What follows belongs to an exercise in optimizing a design on an open flow for small area; a production flow would make more cautious choices.
Function was checked by simulation only, so behaviour that the tests miss may differ from the original.
Power is estimated from default activity; no workload was simulated.

==> flow/design.v <==
module counter2digit #(
    parameter integer DEBOUNCE_COUNT    = 200,
    parameter integer DIM_THRESHOLD     = 100000,
    parameter integer SHUTOFF_THRESHOLD = 300000,
    parameter integer T_DIGIT           = 5,       
    parameter integer T_DIM             = 20,      
    parameter integer T_SETTLE          = 50000    
) (
    input  wire       clk,
    input  wire       rst,       
    input  wire       inc_n,     
    input  wire       dec_n,     
    output reg  [6:0] seg,       
    output reg  [3:0] sel,       
    output reg        asleep
);
    localparam integer CD_W  = $clog2(DEBOUNCE_COUNT + 1);
    localparam integer ACT_W = $clog2(SHUTOFF_THRESHOLD + 1);
    localparam integer TMR_W = 16;
    localparam [1:0] RAW_IDLE = 2'b11;
    localparam [1:0] RAW_DOWN = 2'b10;    
    localparam [1:0] RAW_UP   = 2'b01;    
    localparam [2:0] P_SAMPLE = 3'd0;
    localparam [2:0] P_UNITS  = 3'd1;
    localparam [2:0] P_GAP1   = 3'd2;
    localparam [2:0] P_TENS   = 3'd3;
    localparam [2:0] P_GAP2   = 3'd4;
    localparam [2:0] P_SLEEP  = 3'd5;
    localparam [2:0] P_SETTLE = 3'd6;
    reg [6:0]       count;
    reg [CD_W-1:0]  countdown;
    reg             pend_release;
    reg [1:0]       last_sample;
    reg [ACT_W-1:0] activity;
    reg [2:0]       phase;
    reg [TMR_W-1:0] timer;
    reg             dimmed;       
    reg [1:0]       wake_ref;     
    wire [1:0] raw = {dec_n, inc_n};
    reg [6:0]      count_n;
    reg [CD_W-1:0] countdown_n;
    reg            pend_n;
    reg [1:0]      last_n;
    reg            fire;
    reg            zero_release;
    always @(*) begin
        count_n      = count;
        countdown_n  = countdown;
        pend_n       = pend_release;
        last_n       = last_sample;
        fire         = 1'b0;
        zero_release = 1'b0;
        if (raw == RAW_IDLE) begin
            zero_release = (count == 7'd0) && pend_release;
            countdown_n  = DEBOUNCE_COUNT[CD_W-1:0];
            pend_n       = 1'b0;
        end else begin
            if (raw == last_sample && !pend_release) begin
                if (countdown == {{(CD_W-1){1'b0}}, 1'b1}) begin
                    fire        = 1'b1;
                    countdown_n = DEBOUNCE_COUNT[CD_W-1:0];
                    pend_n      = 1'b1;
                    if (raw == RAW_DOWN && count != 7'd0)
                        count_n = count - 7'd1;
                    else if (raw == RAW_UP && count != 7'd99)
                        count_n = count + 7'd1;
                end else begin
                    countdown_n = countdown - {{(CD_W-1){1'b0}}, 1'b1};
                end
            end else begin
                countdown_n = DEBOUNCE_COUNT[CD_W-1:0];
            end
            last_n = raw;
        end
    end
    wire [ACT_W-1:0] act_seen = fire ? {ACT_W{1'b0}} : activity;
    wire ps_off    = act_seen >= SHUTOFF_THRESHOLD[ACT_W-1:0];
    wire ps_dimmed = !ps_off && (act_seen >= DIM_THRESHOLD[ACT_W-1:0]);
    wire off_entry = zero_release || ps_off;
    wire [6:0] disp_count = (phase == P_SAMPLE) ? count_n : count;
    wire [6:0] units_w    = disp_count % 7'd10;
    wire [6:0] tens_w     = disp_count / 7'd10;
    wire       green      = (disp_count == 7'd1);
    function [6:0] seg_rom;
        input [3:0] d;
        begin
            case (d)
                4'd0:    seg_rom = 7'h3F;
                4'd1:    seg_rom = 7'h06;
                4'd2:    seg_rom = 7'h5B;
                4'd3:    seg_rom = 7'h4F;
                4'd4:    seg_rom = 7'h66;
                4'd5:    seg_rom = 7'h6D;
                4'd6:    seg_rom = 7'h7D;
                4'd7:    seg_rom = 7'h07;
                4'd8:    seg_rom = 7'h7F;
                4'd9:    seg_rom = 7'h6F;
                default: seg_rom = 7'h00;
            endcase
        end
    endfunction
    wire [6:0] units_seg = seg_rom(units_w[3:0]);
    wire [6:0] tens_seg  = seg_rom(tens_w[3:0]);
    wire [3:0] units_sel = green ? 4'b0100 : 4'b0001;
    wire [3:0] tens_sel  = green ? 4'b1000 : 4'b0010;
    wire       show_tens = (disp_count >= 7'd10);
    wire timer_done = (timer == {TMR_W{1'b0}});
    always @(posedge clk) begin
        if (rst) begin
            count        <= 7'd0;
            countdown    <= DEBOUNCE_COUNT[CD_W-1:0];
            pend_release <= 1'b0;
            last_sample  <= RAW_IDLE;
            activity     <= {ACT_W{1'b0}};
            phase        <= P_SAMPLE;
            timer        <= {TMR_W{1'b0}};
            dimmed       <= 1'b0;
            seg          <= 7'd0;
            sel          <= 4'd0;
            asleep       <= 1'b0;
        end else begin
            case (phase)
                P_SAMPLE: begin
                    count        <= count_n;
                    countdown    <= countdown_n;
                    pend_release <= pend_n;
                    last_sample  <= last_n;
                    if (off_entry) begin
                        activity <= {ACT_W{1'b0}};
                        wake_ref <= raw;
                        asleep   <= 1'b1;
                        seg      <= 7'd0;
                        sel      <= 4'd0;
                        phase    <= P_SLEEP;
                    end else begin
                        activity <= fire ? {ACT_W{1'b0}} : activity + 1'b1;
                        dimmed   <= ps_dimmed;
                        seg      <= units_seg;
                        sel      <= units_sel;
                        timer    <= T_DIGIT - 1;
                        phase    <= P_UNITS;
                    end
                end
                P_UNITS: begin
                    if (timer_done) begin
                        if (dimmed) begin
                            seg   <= 7'd0;
                            sel   <= 4'd0;
                            timer <= T_DIM - 1;
                            phase <= P_GAP1;
                        end else begin
                            seg   <= show_tens ? tens_seg : 7'd0;
                            sel   <= show_tens ? tens_sel : 4'd0;
                            timer <= T_DIGIT - 1;
                            phase <= P_TENS;
                        end
                    end else begin
                        timer <= timer - 1'b1;
                    end
                end
                P_GAP1: begin
                    if (timer_done) begin
                        seg   <= show_tens ? tens_seg : 7'd0;
                        sel   <= show_tens ? tens_sel : 4'd0;
                        timer <= T_DIGIT - 1;
                        phase <= P_TENS;
                    end else begin
                        timer <= timer - 1'b1;
                    end
                end
                P_TENS: begin
                    if (timer_done) begin
                        seg <= 7'd0;
                        sel <= 4'd0;
                        if (dimmed) begin
                            timer <= T_DIM - 1;
                            phase <= P_GAP2;
                        end else begin
                            phase <= P_SAMPLE;
                        end
                    end else begin
                        timer <= timer - 1'b1;
                    end
                end
                P_GAP2: begin
                    if (timer_done)
                        phase <= P_SAMPLE;
                    else
                        timer <= timer - 1'b1;
                end
                P_SLEEP: begin
                    wake_ref <= raw;
                    if ((wake_ref & ~raw) != 2'b00) begin
                        asleep <= 1'b0;
                        timer  <= T_SETTLE - 1;
                        phase  <= P_SETTLE;
                    end
                end
                P_SETTLE: begin
                    if (timer_done)
                        phase <= P_SAMPLE;
                    else
                        timer <= timer - 1'b1;
                end
                default: phase <= P_SAMPLE;
            endcase
        end
    end
endmodule
==> flow/run.sh <==
#!/bin/bash
# synth_recipe.tcl (not shown) runs the flow's synth.tcl, then flattens the netlist and writes it again
# the make line also repeats each setting of config.mk as NAME=value (left out here)
make -C /OpenROAD-flow-scripts/flow DESIGN_CONFIG=/design/flow/config.mk WORK_HOME=/design/flow/orfs CLKGATE_MAP_FILE= SYNTH_SCRIPT=/design/flow/synth_recipe.tcl finish
==> flow/config.mk <==
export PLATFORM = sky130hd
export DESIGN_NAME = counter2digit
export DESIGN_NICKNAME = counter2digit
export VERILOG_FILES = /design/flow/design.v
export SDC_FILE = /design/flow/constraint.sdc
export NUM_CORES = 4
export LEC_CHECK = 0
export CAP_MARGIN = 20
export CORE_MARGIN = 2
export CORE_UTILIZATION = 40
export SLEW_MARGIN = 20
==> flow/constraint.sdc <==
create_clock -name core_clock -period 10.0 [get_ports {clk}]
set_input_delay 2.0000 -clock core_clock [delete_from_list [all_inputs] [get_ports {clk}]]
set_output_delay 2.0000 -clock core_clock [all_outputs]
set_load 0.01 [all_outputs]
==> results of run 1 <==
## layout make-up
| cell class | instances | area [um^2] |
|---|---|---|
| clock buffer | 12 | 256 |
| clock inverter | 4 | 76.3 |
| fill | 1234 | 6550 |
| inverter | 22 | 82.6 |
| multi-input combinational | 524 | 3330 |
| sequential | 71 | 1440 |
| tap | 168 | 210 |
| timing repair buffer | 18 | 168 |
## critical path, stage by stage
cell and delay, ns:
clkdlybuf4s50_1 0.57, nand2b_1 0.28, a2111oi_2 0.49, o211ai_2 0.18
xnor2_1 0.74, xnor2_1 0.22, a211oi_2 0.39, ha_1 0.30
inv_1 0.08, o21ai_1 0.20, and2_1 0.32, xor2_1 0.15
ha_1 0.28, nor3_1 0.14, o21ai_0 0.11, a31o_2 0.25
a41o_1 0.21, a21oi_1 0.14
## synth_stat cells (10+ instances only)
library cell  instances  area share (%)
nor2_1               86             6.4
dfxtp_1              69              28
nand2_1              57             4.3
a21oi_1              47             4.7
o21ai_0              45             4.5
nor3_1               27             2.7
clkbuf_1             26             1.9
inv_1                22             1.6
ha_1                 19             4.7
nand3_1              19             1.9
a22oi_1              11             1.6
a311oi_1             11             1.9
nand2b_1             11             1.4
nor4_1               11             1.4
xnor2_1              10             1.7
## sequential cells by signal (all words and copies together), names as in the netlist, 2 cells and up
name         cells
seg              7
activity        19
count            7
phase            3
wake_ref         2
timer           16
countdown        8
last_sample      2
sel              4
## power by group
part	leakage, nW	switching (mW)	internal [mW]
Clock	0.159	0.127	0.233
Sequential	0.580	0.0601	0.340
Combinational	1.28	0.409	0.228
## cell families after synthesis
| family | Yosys count | synth area share [%] |
|---|---|---|
| simple gates | 270 | 26.7 |
| compound gates | 209 | 29.1 |
| flops | 71 | 28.7 |
| buf+inv | 59 | 5.01 |
| xor+xnor | 20 | 4.29 |
| fa+ha+maj | 20 | 4.94 |
| mux | 5 | 1.25 |
## layer usage
layer	share of wire (%)	vias up	global-route usage, %
li1	-	2392	-
met1	49	2272	25.9
met2	46	94	30.5
met3	3.4	15	3.61
met4	1.4	0	6.27
met5	0	-	0
## path summary, 6_finish.rpt
path | endpoint | slack, ns | from
worst max-delay path | seg[6]$_SDFFE_PP0P_ | 3.19 | inc_n
worst min-delay path | timer[10]$_SDFFE_PP0P_ | 0.45 | timer[10]$_SDFFE_PP0P_
worst max register to register | seg[6]$_SDFFE_PP0P_ | 4.56 | count[0]$_SDFF_PP0_
worst min register to register | timer[10]$_SDFFE_PP0P_ | 0.45 | timer[10]$_SDFFE_PP0P_
## stage by stage
stage               utilization (%)  cells  power, mW  setup WS [ns]
detailed placement             43.2    803       1.04           2.91
floorplan                         -    654      0.887           3.82
global route                   45.9    819       1.51           2.79
CTS                            45.9    819       1.40           3.26
global placement               43.2    803       1.02           3.12
finish                         45.9    819       1.40           3.19
==> summary.md, run 1 <==
| Metric | Value |
|---|---|
| Hold Path Depth | `2` |
| Congestion Overflow GR | `0` |
| Most frequent cells in the layout | `86 x nor2_1, 69 x dfxtp_1, 57 x nand2_1, 47 x a21oi_1, 45 x o21ai_0` |
| Post-synthesis sequential element count | `71` |
| Synth Cell Area | `5020 um^2` |
| Post-Route Setup TNS | `0 ns` |
| # setup viols final | `0` |
| Async SR Flop Fraction | `0%` |
| CP Launch Type | `input port` |
| Gr usage total | `19.0%` |
| Pwr dens | `251 nW/um^2` |
| Vias per cell | `5.83` |
| Fin Hold WS | `0.454 ns` |
| Critical path type | `in -> reg` |
| Setup repair bufs after CTS | `0` |
| Setup Skew | `0.0106 ns` |
| Num CTS Buffers | `9` |
| Final min period | `6.81 ns` |
| Pin count of the biggest net entering global routing | `66` |
| Vias in the first global route | `4,242` |
| Row cnt | `40` |
| Highest Clock Rate | `147 MHz` |
| NumNets Final | `669` |
| WP data arrival | `7.08 ns` |
| DRC Markers | `0` |
| Unrepaired setup endpoints after global routing | `no` |
| Run status | `timing/DRC/antenna clean` |
| DIE WIDTH | `116 um` |
| Yosys warns | `1` |
| Diodes inserted | `0` |
| Syn Nets | `677` |
| Initial antenna violation count | `0` |
| Top-Level Pins | `16` |
| Area Overhead vs Synth | `10.9%` |
| Die Y | `116 um` |
| Slew headroom | `28.9%` |
| Post-synth cell types | `83` |
| VDD IR max | `0.000105 V` |
| Worst EP required | `10.26 ns` |
| First-pass GRT wire length | `20.5 mm` |
| Htree depth | `3` |
| RD Place Congestion | `0.874` |
| Final instance area | `5560 um^2` |
| R2R depth | `19` |
| Share of layout cells above drive strength 1 | `8.14%` |
| Synthesized instance count | `654` |
| # Max-Cap Violations | `0` |
| Dpl cell area | `5230 um^2` |
| Post-CTS sizing | `0` |
| Total vias in the final route | `4,773` |
| Initial drt markers | `353` |
| Post-DP HPWL | `8.67 mm` |
| Final Hold Viols | `0` |
| Die Area | `13,500 um^2` |
| Initial Util | `41.4%` |
| Clock tree sinks | `71` |
| Syn Area/Cell | `7.67 um^2` |
| Worst slew pin tran | `1.06 ns` |
| Crit-path max FO | `11` |
| Final ANT Viol Nets | `0` |
| Post-synth EDFFs | `2` |
| Commonest non-fill, non-tap cell in the layout | `nor2_1` |
| Hold Path Class | `reg -> reg` |
| Clk slew on worst S/H paths | `0.06 ns` |
| Crit. End Element | `flop` |
| Final Max Tran Viols | `0` |
| Top_reg_cell synth | `dfxtp_1` |
| CTS tree | `done` |
| Final period util | `68.1%` |
| Final wirelength | `12.3 mm` |
| Clock Path Buffers | `2` |
| Leak | `2.02 nW` |
| Root Driver | `clkbuf_16` |
| Hold buffer count at CTS | `0` |
| Core area | `12,100 um^2` |
| Clock latency (worst-skew pair) | `0.35 ns` |
| Avg WL per Cell | `15.1 um` |
| Sequential element share of the synthesized area | `28.7%` |
| DR pass1 iterations | `5` |
| # port buffers | `15` |
==> run 2: changes to the inputs <==
==> flow/design.v (replaced) <==
module counter2digit (
    input  wire       clk,
    input  wire       rst,       
    input  wire       inc_n,
    input  wire       dec_n,
    output wire [6:0] seg,
    output wire [3:0] sel,
    output wire       asleep
);
    localparam [7:0]  CD_N    = 8'h01;
    localparam [7:0]  CD_ONE  = 8'h61;    
    localparam [16:0] L_ZERO  = 17'h00001;
    localparam [16:0] L_END   = 17'h0fcbc;  
    localparam [16:0] L_SET   = 17'h0e622;  
    localparam [5:0] S_SAMPLE = 6'd0;
    localparam [5:0] S_D1     = 6'd1;
    localparam [5:0] S_D50    = 6'd50;
    localparam [5:0] S_SLEEP  = 6'd51;
    localparam [5:0] S_SETTLE = 6'd52;
    localparam [5:0] S_N1     = 6'd54;
    reg [3:0]  units, tens;
    reg [7:0]  cd;
    reg [1:0]  last;
    reg [16:0] act_lo;
    reg [1:0]  act_hi;
    reg [5:0]  st;
    wire [1:0] raw = {dec_n, inc_n};
    wire idle      = (raw == 2'b11);
    wire pend      = (cd == 8'd0);
    wire cnt_zero  = (units == 4'd0) && (tens == 4'd0);
    wire match     = !idle && (raw == last) && !pend;
    wire fire      = match && (cd == CD_ONE);
    wire zero_rel  = idle && cnt_zero && pend;
    wire off_entry = zero_rel || (!fire && act_hi == 2'd3);
    wire dim       = !fire && (act_hi != 2'd0);
    wire [7:0]  cd_step = {cd[6:0], cd[7] ^ cd[2]};
    wire [16:0] lo_step = {act_lo[15:0], act_lo[16] ^ act_lo[13]};
    wire lo_end = (act_lo == L_END);
    wire set_end = (act_lo == L_SET);
    wire is_sample = (st == S_SAMPLE);
    wire is_sleep  = (st == S_SLEEP);
    wire is_settle = (st == S_SETTLE);
    wire wake      = |(act_hi & ~raw);
    always @(posedge clk) begin
        if (rst) begin
            units  <= 4'd0;
            tens   <= 4'd0;
            cd     <= CD_N;
            last   <= 2'b11;
            act_lo <= L_ZERO;
            act_hi <= 2'd0;
            st     <= S_SAMPLE;
        end else if (is_sample) begin
            if (idle || (!pend && !match))
                cd <= CD_N;
            else if (fire)
                cd <= 8'd0;
            else if (match)
                cd <= cd_step;
            if (!idle)
                last <= raw;
            if (fire && raw == 2'b10 && !cnt_zero) begin
                if (units == 4'd0) begin
                    units <= 4'd9;
                    tens  <= tens - 4'd1;
                end else
                    units <= units - 4'd1;
            end
            if (fire && raw == 2'b01 && !(units == 4'd9 && tens == 4'd9)) begin
                if (units == 4'd9) begin
                    units <= 4'd0;
                    tens  <= tens + 4'd1;
                end else
                    units <= units + 4'd1;
            end
            if (off_entry) begin
                act_lo <= L_ZERO;
                act_hi <= raw;
                st     <= S_SLEEP;
            end else begin
                if (fire) begin
                    act_lo <= L_ZERO;
                    act_hi <= 2'd0;
                end else if (lo_end) begin
                    act_lo <= L_ZERO;
                    act_hi <= act_hi + 2'd1;
                end else
                    act_lo <= lo_step;
                st <= dim ? S_D1 : S_N1;
            end
        end else if (is_sleep) begin
            act_hi <= raw;
            if (wake) begin
                act_hi <= 2'd0;
                st     <= S_SETTLE;
            end
        end else if (is_settle) begin
            if (set_end) begin
                act_lo <= L_ZERO;
                st     <= S_SAMPLE;
            end else
                act_lo <= lo_step;
        end else if (st == S_D50)
            st <= S_SAMPLE;
        else
            st <= st + 6'd1;
    end
    wire units_on = (st >= 6'd1 && st <= 6'd5) || (st >= 6'd54 && st <= 6'd58);
    wire tens_on  = ((st >= 6'd26 && st <= 6'd30) || st >= 6'd59) && (tens != 4'd0);
    wire green    = (tens == 4'd0) && (units == 4'd1);
    function [6:0] seg_rom;
        input [3:0] d;
        begin
            case (d)
                4'd0:    seg_rom = 7'h3F;
                4'd1:    seg_rom = 7'h06;
                4'd2:    seg_rom = 7'h5B;
                4'd3:    seg_rom = 7'h4F;
                4'd4:    seg_rom = 7'h66;
                4'd5:    seg_rom = 7'h6D;
                4'd6:    seg_rom = 7'h7D;
                4'd7:    seg_rom = 7'h07;
                4'd8:    seg_rom = 7'h7F;
                4'd9:    seg_rom = 7'h6F;
                default: seg_rom = 7'h00;
            endcase
        end
    endfunction
    wire [3:0] digit = units_on ? units : tens_on ? tens : 4'd15;
    assign seg    = seg_rom(digit);
    assign sel    = {1'b0, units_on & green, tens_on, units_on & ~green};
    assign asleep = is_sleep;
endmodule
==> summary.md, run 2 <==
| Metric | Value |
|---|---|
| DRC Markers | `0` |
| Synth Area in Adders | `7.40%` |
| Cell mode on critical path | `inv_1` |
| Critical path type | `reg -> out` |
| Vias per cell | `5.65` |
| Largest register by flop count | `act_lo` |
| Final period util | `56.5%` |
| Leak | `1.12 nW` |
| Final wirelength | `6.53 mm` |
| Run status | `timing/DRC/antenna clean` |
| Commonest non-fill, non-tap cell in the layout | `dfxtp_1` |
| Worst EP required | `8.00 ns` |
| Top Registers | `act_lo (17), cd (8), st (6)` |
| Final instance area | `3160 um^2` |
| Post-CTS sizing | `0` |
| Clk pwr share | `11.4%` |
| # setup viols final | `0` |
| Worst slew pin tran | `1.07 ns` |
| Num CTS Buffers | `5` |
| Critical path origin | `st[2]$_SDFFE_PP0P_` |
| Top_reg_cell synth | `dfxtp_1` |
| Crit-path max FO | `15` |
| Int Pwr | `533 uW` |
| Slew headroom | `28.6%` |
| Clock tree sinks | `43` |
| Max FFs per register | `17` |
| Xor-xnor portion of the synthesized cell area | `3.66%` |
| Syn Nets | `378` |
| Yosys warns | `1` |
| Post-synth cell types | `59` |
| Fill count | `703` |
| Pwr dens | `306 nW/um^2` |
| Clock latency (worst-skew pair) | `0.30 ns` |
| # port buffers | `14` |
| DR pass1 iterations | `4` |
| Most frequent cell after synthesis | `dfxtp_1` |
| Post-Route Setup TNS | `0 ns` |
| Area Overhead vs Synth | `9.79%` |
| Complex-gate fraction of the synthesized area | `21.9%` |
| NumNets Final | `380` |
| Synth Cell Area | `2880 um^2` |
| Reg area | `861 um^2` |
| Largest family of logic cells by synthesized area | `simple AND/OR/NAND/NOR gates` |
| Dpl cell area | `3070 um^2` |
| Pre-CTS setup slack | `4.69 ns` |
| Switching part of the total power | `44.9%` |
| Crit. End Element | `primary output` |
| Post-synth EDFFs | `0` |
| Die Y | `88.8 um` |
| Final Hold Viols | `0` |
| Synthesized instance count | `357` |
| Most area-consuming cells after synthesis | `dfxtp_1 30%, ha_1 7.4%, a22o_1 4.9%` |
| Syn Area/Cell | `8.05 um^2` |
| FF-to-FF Start | `st[1]$_SDFFE_PP0P_` |
| # Max-Cap Violations | `0` |
| Avg WL per Cell | `14.3 um` |
| Final min period | `5.65 ns` |
| Worst r2r dst | `act_lo[10]$_SDFFE_PP0P_` |
| R2R setup slack | `7.11 ns` |
| Hold Path Class | `reg -> reg` |
| Initial antenna violation count | `0` |
| Highest Clock Rate | `177 MHz` |
| Initial drt markers | `186` |
| HP Start | `cd[4]$_SDFFE_PP0P_` |
| Core area | `6870 um^2` |
| DIE WIDTH | `88.8 um` |
| Diodes inserted | `0` |
| CP cell instances | `and4_1 > o32ai_1 > nand4_1 > mux2i_1 > inv_1 > ha_1 > inv_1 > nand2_1 > o21ai_0 > clkdlybuf4s50_1` |
| Row cnt | `30` |
| Initial Util | `41.9%` |
| Top-Level Pins | `16` |
| Synth Area in Simple Gates | `28.6%` |
| Sw Pwr | `434 uW` |
| Crit-path max cell delay | `0.58 ns` |
| Post-synthesis sequential element count | `43` |
| Async SR Flop Fraction | `0%` |
| Vias in the first global route | `2,323` |
| Total vias in the final route | `2,575` |
| Die Area | `7880 um^2` |
| Htree depth | `2` |
| Congestion Overflow GR | `0` |
| R2R depth | `7` |
| WP data arrival | `3.65 ns` |
| Sequential element share of the synthesized area | `29.9%` |
| Clock Path Buffers | `2` |
| Gr usage total | `17.3%` |
| Hold buffer count at CTS | `0` |
| CTS tree | `done` |
| Clk slew on worst S/H paths | `0.08 ns` |
| Multi-input logic area | `1860 um^2` |
| Multiplexer share of the synthesized area | `2.87%` |
| Unrepaired setup endpoints after global routing | `no` |
| Root Driver | `clkbuf_8` |
| Part of the power in registers | `24.1%` |
| Share of the synthesized area in the top cell type | `29.9%` |
| Worst setup margin | `4.35 ns` |
| First-pass GRT wire length | `10.9 mm` |
| Hold Path Sink | `cd[4]$_SDFFE_PP0P_` |
| CP max-delay cell | `mux2i_1` |
| Setup Skew | `0.00375 ns` |
| Setup repair bufs after CTS | `0` |
| Comb power frac | `64.5%` |
| Most frequent cells in the layout | `43 x dfxtp_1, 31 x nor2_1, 25 x nand2_1, 20 x o21ai_0, 20 x nand3_1` |
| Final ANT Viol Nets | `0` |
| Share of layout cells above drive strength 1 | `6.39%` |
| Hold Path Depth | `2` |
| Synth top cells by count | `43 x dfxtp_1, 31 x nor2_1, 25 x nand2_1` |
| Pin count of the biggest net entering global routing | `24` |
| CP Launch Type | `flop` |
| RD Place Congestion | `0.830` |
| VDD IR max | `0.000131 V` |
| Final Max Tran Viols | `0` |
| Post-DP HPWL | `4.66 mm` |
| Area leader, netlist | `dfxtp_1` |
-- run 2: worst max path at each step --
stage                  end  slack (ns)
floorplan           seg[3]        5.42
global placement    seg[1]        4.83
detailed placement  seg[3]        4.69
CTS                 seg[3]        4.34
global route        seg[1]        4.00
finish              seg[1]        4.35
-- run 2: layout make-up --
| type | instances | area share (%) |
|---|---|---|
| flip-flops and latches | 43 | 27.3 |
| clock inverters | 2 | 0.396 |
| multi-input cells | 276 | 59.1 |
| clock buffers | 6 | 2.30 |
| repair buffers | 18 | 5.39 |
| inverters | 15 | 1.78 |
| well taps | 96 | 3.80 |
-- run 2: critical path, delay by kind of cell (launching register included) --
family | cells | cell delay (ns)
compound gates | 2 | 0.62
buf+inv | 3 | 0.83
flops | 1 | 0.48
mux | 1 | 0.58
simple gates | 3 | 0.51
fa+ha+maj | 1 | 0.32
-- run 2: kinds of logic (layout without fill, tap and decap cells) --
logic type | after synthesis | after routing
DFF | 43 | 43
and+or+nand+nor | 147 | 147
muxes | 8 | 8
AOI/OAI and AO/OA | 91 | 91
other | 1 | 1
xor gates and xnor gates | 12 | 12
buffers and inverters | 38 | 41
adders and majority gates | 17 | 17
-- run 2: layer usage --
layer  wire length, um  GRT usage (%)  part of all wire (%)
met1              3350           24.0                    51
met3               196           3.17                   3.0
met4               104           5.65                   1.6
met2              2880           27.3                    44
met5                 0              0                     0
-- run 2: through the flow --
stage               util, %  hold WS (ns)  cells  power [mW]
floorplan                 -         0.456    357       0.654
global placement       44.7         0.482    448       0.850
detailed placement     44.7         0.476    448       0.860
CTS                    46.0         0.499    456       0.973
global route           46.0         0.520    456        1.06
finish                 46.0         0.496    456       0.967
-- run 2: power groups by stage --
stage                     Combinational [mW]  Sequential [mW]  Clock [mW]
after floorplan                        0.439            0.214           0
after global placement                 0.615            0.234           0
after detailed placement               0.624            0.236           0
after CTS                              0.625            0.233       0.115
after global routing                   0.695            0.238       0.122
final                                  0.624            0.233       0.110
==> run 3: changes to the inputs <==
--- a/flow/design.v
+++ b/flow/design.v
@@ -9,9 +9,8 @@
 );
     localparam [7:0]  CD_N    = 8'h01;
     localparam [7:0]  CD_ONE  = 8'h61;    
-    localparam [16:0] L_ZERO  = 17'h00001;
-    localparam [16:0] L_END   = 17'h0fcbc;  
-    localparam [16:0] L_SET   = 17'h0e622;  
+    localparam [16:0] L_ZERO  = 17'h06900;
+    localparam [16:0] L_END   = 17'h116eb;  
     localparam [5:0] S_SAMPLE = 6'd0;
     localparam [5:0] S_D1     = 6'd1;
     localparam [5:0] S_D50    = 6'd50;
@@ -36,7 +35,16 @@
     wire [7:0]  cd_step = {cd[6:0], cd[7] ^ cd[2]};
     wire [16:0] lo_step = {act_lo[15:0], act_lo[16] ^ act_lo[13]};
     wire lo_end = (act_lo == L_END);
-    wire set_end = (act_lo == L_SET);
+    wire       dn      = (raw == 2'b10) && !cnt_zero;
+    wire       up      = (raw == 2'b01) && !(units == 4'd9 && tens == 4'd9);
+    wire       u9      = (units == 4'd9);
+    wire       u0      = (units == 4'd0);
+    wire [3:0] u_inc   = u9 ? 4'd0 : units + 4'd1;
+    wire [3:0] u_dec   = u0 ? 4'd9 : units - 4'd1;
+    wire [3:0] units_nx = up ? u_inc : dn ? u_dec : units;
+    wire [3:0] tens_nx  = (up && u9) ? tens + 4'd1 : (dn && u0) ? tens - 4'd1 : tens;
+    wire [5:0] st_inc = {st[5] ^ (&st[4:0]), st[4] ^ (&st[3:0]), st[3] ^ (&st[2:0]),
+                         st[2] ^ (&st[1:0]), st[1] ^ st[0], ~st[0]};
     wire is_sample = (st == S_SAMPLE);
     wire is_sleep  = (st == S_SLEEP);
     wire is_settle = (st == S_SETTLE);
@@ -59,19 +67,9 @@
                 cd <= cd_step;
             if (!idle)
                 last <= raw;
-            if (fire && raw == 2'b10 && !cnt_zero) begin
-                if (units == 4'd0) begin
-                    units <= 4'd9;
-                    tens  <= tens - 4'd1;
-                end else
-                    units <= units - 4'd1;
-            end
-            if (fire && raw == 2'b01 && !(units == 4'd9 && tens == 4'd9)) begin
-                if (units == 4'd9) begin
-                    units <= 4'd0;
-                    tens  <= tens + 4'd1;
-                end else
-                    units <= units + 4'd1;
+            if (fire) begin
+                units <= units_nx;
+                tens  <= tens_nx;
             end
             if (off_entry) begin
                 act_lo <= L_ZERO;
@@ -83,7 +81,7 @@
                     act_hi <= 2'd0;
                 end else if (lo_end) begin
                     act_lo <= L_ZERO;
-                    act_hi <= act_hi + 2'd1;
+                    act_hi <= {act_hi[1] ^ act_hi[0], ~act_hi[0]};
                 end else
                     act_lo <= lo_step;
                 st <= dim ? S_D1 : S_N1;
@@ -91,11 +89,12 @@
         end else if (is_sleep) begin
             act_hi <= raw;
             if (wake) begin
-                act_hi <= 2'd0;
+                act_hi    <= 2'd0;
+                act_lo[8] <= 1'b0;
                 st     <= S_SETTLE;
             end
         end else if (is_settle) begin
-            if (set_end) begin
+            if (lo_end) begin
                 act_lo <= L_ZERO;
                 st     <= S_SAMPLE;
             end else
@@ -103,10 +102,13 @@
         end else if (st == S_D50)
             st <= S_SAMPLE;
         else
-            st <= st + 6'd1;
+            st <= st_inc;
     end
-    wire units_on = (st >= 6'd1 && st <= 6'd5) || (st >= 6'd54 && st <= 6'd58);
-    wire tens_on  = ((st >= 6'd26 && st <= 6'd30) || st >= 6'd59) && (tens != 4'd0);
+    wire units_on  = (st == 6'd1)  || (st == 6'd2)  || (st == 6'd3)  || (st == 6'd4)  || (st == 6'd5) ||
+                     (st == 6'd54) || (st == 6'd55) || (st == 6'd56) || (st == 6'd57) || (st == 6'd58);
+    wire tens_slot = (st == 6'd26) || (st == 6'd27) || (st == 6'd28) || (st == 6'd29) || (st == 6'd30) ||
+                     (st == 6'd59) || (st == 6'd60) || (st == 6'd61) || (st == 6'd62) || (st == 6'd63);
+    wire tens_on  = tens_slot && (tens != 4'd0);
     wire green    = (tens == 4'd0) && (units == 4'd1);
     function [6:0] seg_rom;
         input [3:0] d;
==> flow/flow/run.sh (new file) <==
#!/bin/bash
set -euo pipefail
W=$(pwd)
{
  cat <<EOT
proc abc {args} {
  set i [lsearch -exact \$args -script]
  if {\$i >= 0} { lset args [expr {\$i + 1}] $W/flow/abc_area.script }
  yosys abc {*}\$args
}
EOT
  cat synth_recipe.tcl
} > my_synth.tcl
bash standard.sh SYNTH_SCRIPT=$W/my_synth.tcl ADDER_MAP_FILE= finish > flow.log 2>&1
==> flow/flow/abc_area.script (new file) <==
strash
&get -n
&deepsyn -T 20
&put
dch -f
amap
topo
==> flow/standard.sh (new file) <==
#!/bin/bash
# synth_recipe.tcl (not shown) runs the flow's synth.tcl, then flattens the netlist and writes it again
# the make line also repeats each setting of config.mk as NAME=value (left out here)
make -C /OpenROAD-flow-scripts/flow DESIGN_CONFIG=/design/flow/config.mk WORK_HOME=/design/flow/orfs CLKGATE_MAP_FILE= SYNTH_SCRIPT=/design/flow/synth_recipe.tcl "${@:-finish}"
removed: flow/run.sh
==> summary.md, run 3 <==
| Metric | Value |
|---|---|
| Synth Cell Area | `2090 um^2` |
| Initial Util | `41.1%` |
| Sequential element share of the synthesized area | `41.2%` |
| Final period util | `55.0%` |
| Most frequent cells in the layout | `58 x clkinv_1, 45 x nor2_1, 43 x dfxtp_1, 26 x o21ai_0, 23 x o22ai_1` |
| Syn Nets | `296` |
| Post-synth cell types | `31` |
| Top_reg_cell synth | `dfxtp_1` |
| CP Launch Type | `flop` |
| First-pass GRT wire length | `8.02 mm` |
| Hold Path Class | `reg -> reg` |
| Power, Total | `712 uW` |
| Unrepaired setup endpoints after global routing | `no` |
| # port buffers | `14` |
| DR pass1 iterations | `4` |
| DR WL met3 | `136 um` |
| Initial antenna violation count | `0` |
| Async SR Flop Fraction | `0%` |
| Clock Path Buffers | `2` |
| VDD IR max | `0.000199 V` |
| Run status | `timing/DRC/antenna clean` |
| Final min period | `5.50 ns` |
| # setup viols final | `0` |
| Crit-path max cell delay | `0.53 ns` |
| Fin Hold WS | `0.468 ns` |
| Vias in the first global route | `1,834` |
| Clock tree sinks | `43` |
| Num CTS Buffers | `5` |
| Post-DP HPWL | `3.50 mm` |
| Slew headroom | `46.3%` |
| Initial drt markers | `83` |
| Post-CTS sizing | `0` |
| Leak | `0.832 nW` |
| Gr usage total | `16.5%` |
| Congestion Overflow GR | `0` |
| Share of layout cells above drive strength 1 | `2.56%` |
| NumNets Final | `315` |
| DRT met1 WL | `2.35 mm` |
| Die Area | `5810 um^2` |
| Top-Level Pins | `16` |
| Largest register by flop count | `act_lo` |
| Max FFs per register | `17` |
| Pwr dens | `295 nW/um^2` |
| Worst slew pin tran | `0.799 ns` |
| Critical path type | `reg -> out` |
| Core area | `5070 um^2` |
| Largest delay share family, worst path | `compound AO/OA/AOI/OAI gates` |
| Post-synth EDFFs | `0` |
| Highest Clock Rate | `182 MHz` |
| Crit-path max FO | `6` |
| Met2 WL | `1.96 mm` |
| Die Y | `76.2 um` |
| Post-synthesis sequential element count | `43` |
| Htree depth | `2` |
| Final Hold Viols | `0` |
| RD Place Congestion | `0.824` |
| Avg WL per Cell | `11.8 um` |
| Worst setup margin | `4.50 ns` |
| Pin count of the biggest net entering global routing | `16` |
| Total vias in the final route | `1,960` |
| Area Overhead vs Synth | `15.6%` |
| Top Registers | `act_lo (17), cd (8), st (6)` |
| Share of the synthesized area in the top cell type | `41.2%` |
| Post-Route Setup TNS | `0 ns` |
| Worst EP required | `8.00 ns` |
| DIE WIDTH | `76.2 um` |
| Top routing layer in use | `met4` |
| Synthesized instance count | `292` |
| Setup Skew | `0.0127 ns` |
| Syn Area/Cell | `7.15 um^2` |
| Diodes inserted | `0` |
| Most area-consuming cells after synthesis | `dfxtp_1 41%, clkinv_1 10%, nor2_1 8.1%` |
| CP cell instances | `clkinv_1 > nor2_1 > a21oi_1 > a221o_1 > o31ai_1 > clkinv_1 > o22ai_1 > nand2_1 > a22oi_1 > o21ai_0 > o21ai_0 > or2_0 > clkdlybuf4s50_1` |
| Final ANT Viol Nets | `0` |
| Clk slew on worst S/H paths | `0.09 ns` |
| CP max-delay cell | `clkdlybuf4s50_1` |
| Final Max Tran Viols | `0` |
| Vias per cell | `5.13` |
| Setup repair bufs after CTS | `0` |
| CTS tree | `done` |
| Final wirelength | `4.51 mm` |
| Row cnt | `26` |
| Clock latency (worst-skew pair) | `0.30 ns` |
| # Max-Cap Violations | `0` |
| Most frequent cell after synthesis | `clkinv_1` |
| Root Driver | `clkbuf_8` |
| CP Buf/Inv Count | `3` |
| Area leader, netlist | `dfxtp_1` |
| Commonest non-fill, non-tap cell in the layout | `clkinv_1` |
| Synth top cells by count | `58 x clkinv_1, 45 x nor2_1, 43 x dfxtp_1` |
| Hold buffer count at CTS | `0` |
| Crit. End Element | `primary output` |
| WP data arrival | `3.50 ns` |
| Pre-CTS setup slack | `4.85 ns` |
| DRC Markers | `0` |
| Yosys warns | `1` |
run 3: path summary, 6_finish.rpt:
check                               start                      end  slack [ns]  cells after the start
hold / removal    act_lo[14]$_SDFFE_PP1P_  act_lo[14]$_SDFFE_PP1P_        0.47                      2
setup / recovery       st[2]$_SDFFE_PP0P_                   seg[0]        4.50                     13
setup reg to reg       st[1]$_SDFFE_PP0P_    units[3]$_SDFFE_PP0P_        6.98                     12
hold reg to reg   act_lo[14]$_SDFFE_PP1P_  act_lo[14]$_SDFFE_PP1P_        0.47                      2
run 3: cell type report:
class                   instances  area, um^2
repair buffers                 14         140
inverters                      58         218
clock buffers                   5        68.8
flip-flops and latches         43         861
multi-input cells             189         993
well taps                      70        87.6
fillers                       522        2660
clock inverters                 3        43.8
run 3: tightest hold or removal path, delay by kind of cell, from the launching register on:
kind | cells | cell delay, ns
AO/OA/AOI/OAI | 1 | 0.05
buffers and inverters | 1 | 0.05
flip-flops | 1 | 0.32
run 3: layer usage:
layer	global-route usage (%)	up-vias
met5	0	-
met4	5.09	0
met3	3.55	10
met2	26.8	33
met1	22.0	861
li1	-	1056
run 3: where the power goes:
| group | internal, mW | total [mW] | leakage [nW] | switching [mW] |
|---|---|---|---|---|
| Sequential | 0.197 | 0.216 | 0.350 | 0.0195 |
| Clock | 0.0744 | 0.136 | 0.0581 | 0.0614 |
| Combinational | 0.164 | 0.360 | 0.424 | 0.196 |
run 3: stage by stage:
step / util [%] / cell area, um^2 / instances
global route: 47.5 / 2410 / 382
floorplan: - / 2090 / 292
finish: 47.5 / 2410 / 382
CTS: 47.5 / 2410 / 382
global placement: 45.3 / 2300 / 374
detailed placement: 45.3 / 2300 / 374
run 3: cells by family (layout without fill, tap and decap cells):
| logic type | count (synthesis) | after routing | synth area share [%] |
|---|---|---|---|
| flip-flops | 43 | 43 | 41.2 |
| AO/OA/AOI/OAI | 88 | 88 | 26.3 |
| other | 1 | 1 | 0.180 |
| buffers and inverters | 60 | 80 | 11.2 |
| AND/OR/NAND/NOR | 100 | 100 | 21.1 |

[afterwards: timing with drivers on the ports]
How much do the figures lean on ideal ports? The routed layouts below were timed once more, with nothing changed but the port constraints.
Step 1 assumes that a clkbuf_16 drives the clock port and a buf_2 every other input.
Step 2 moves the port delays by t, midway between the first and last clock arrival at a register: inputs arrive t later, outputs are due t later. That takes back most of the time a late clock gives input paths.
a / b / c = no drivers / after step 1 / after step 2; a / b = the first two.
| run | shift t [ns] | setup slack, ns | worst hold slack (ns) | latest minus earliest clock arrival (ns) | slew at the worst register clock pin (ns) |
|---|---|---|---|---|---|
| run 1 | 0.378 | 3.186 / 3.199 / 2.821 | 0.454 / 0.454 / 0.454 | 0.011 / 0.011 | 0.07 / 0.07 |
| run 2 | 0.325 | 4.351 / 4.321 / 4.646 | 0.496 / 0.496 / 0.496 | 0.004 / 0.004 | 0.08 / 0.08 |
| run 3 | 0.318 | 4.500 / 4.473 / 4.791 | 0.468 / 0.468 / 0.468 | 0.013 / 0.013 | 0.09 / 0.09 |
After both steps every run listed still meets setup and hold. For run 1, which loses most, drivers alone change the setup slack by +0.013 ns; drivers and shift together by -0.365 ns.
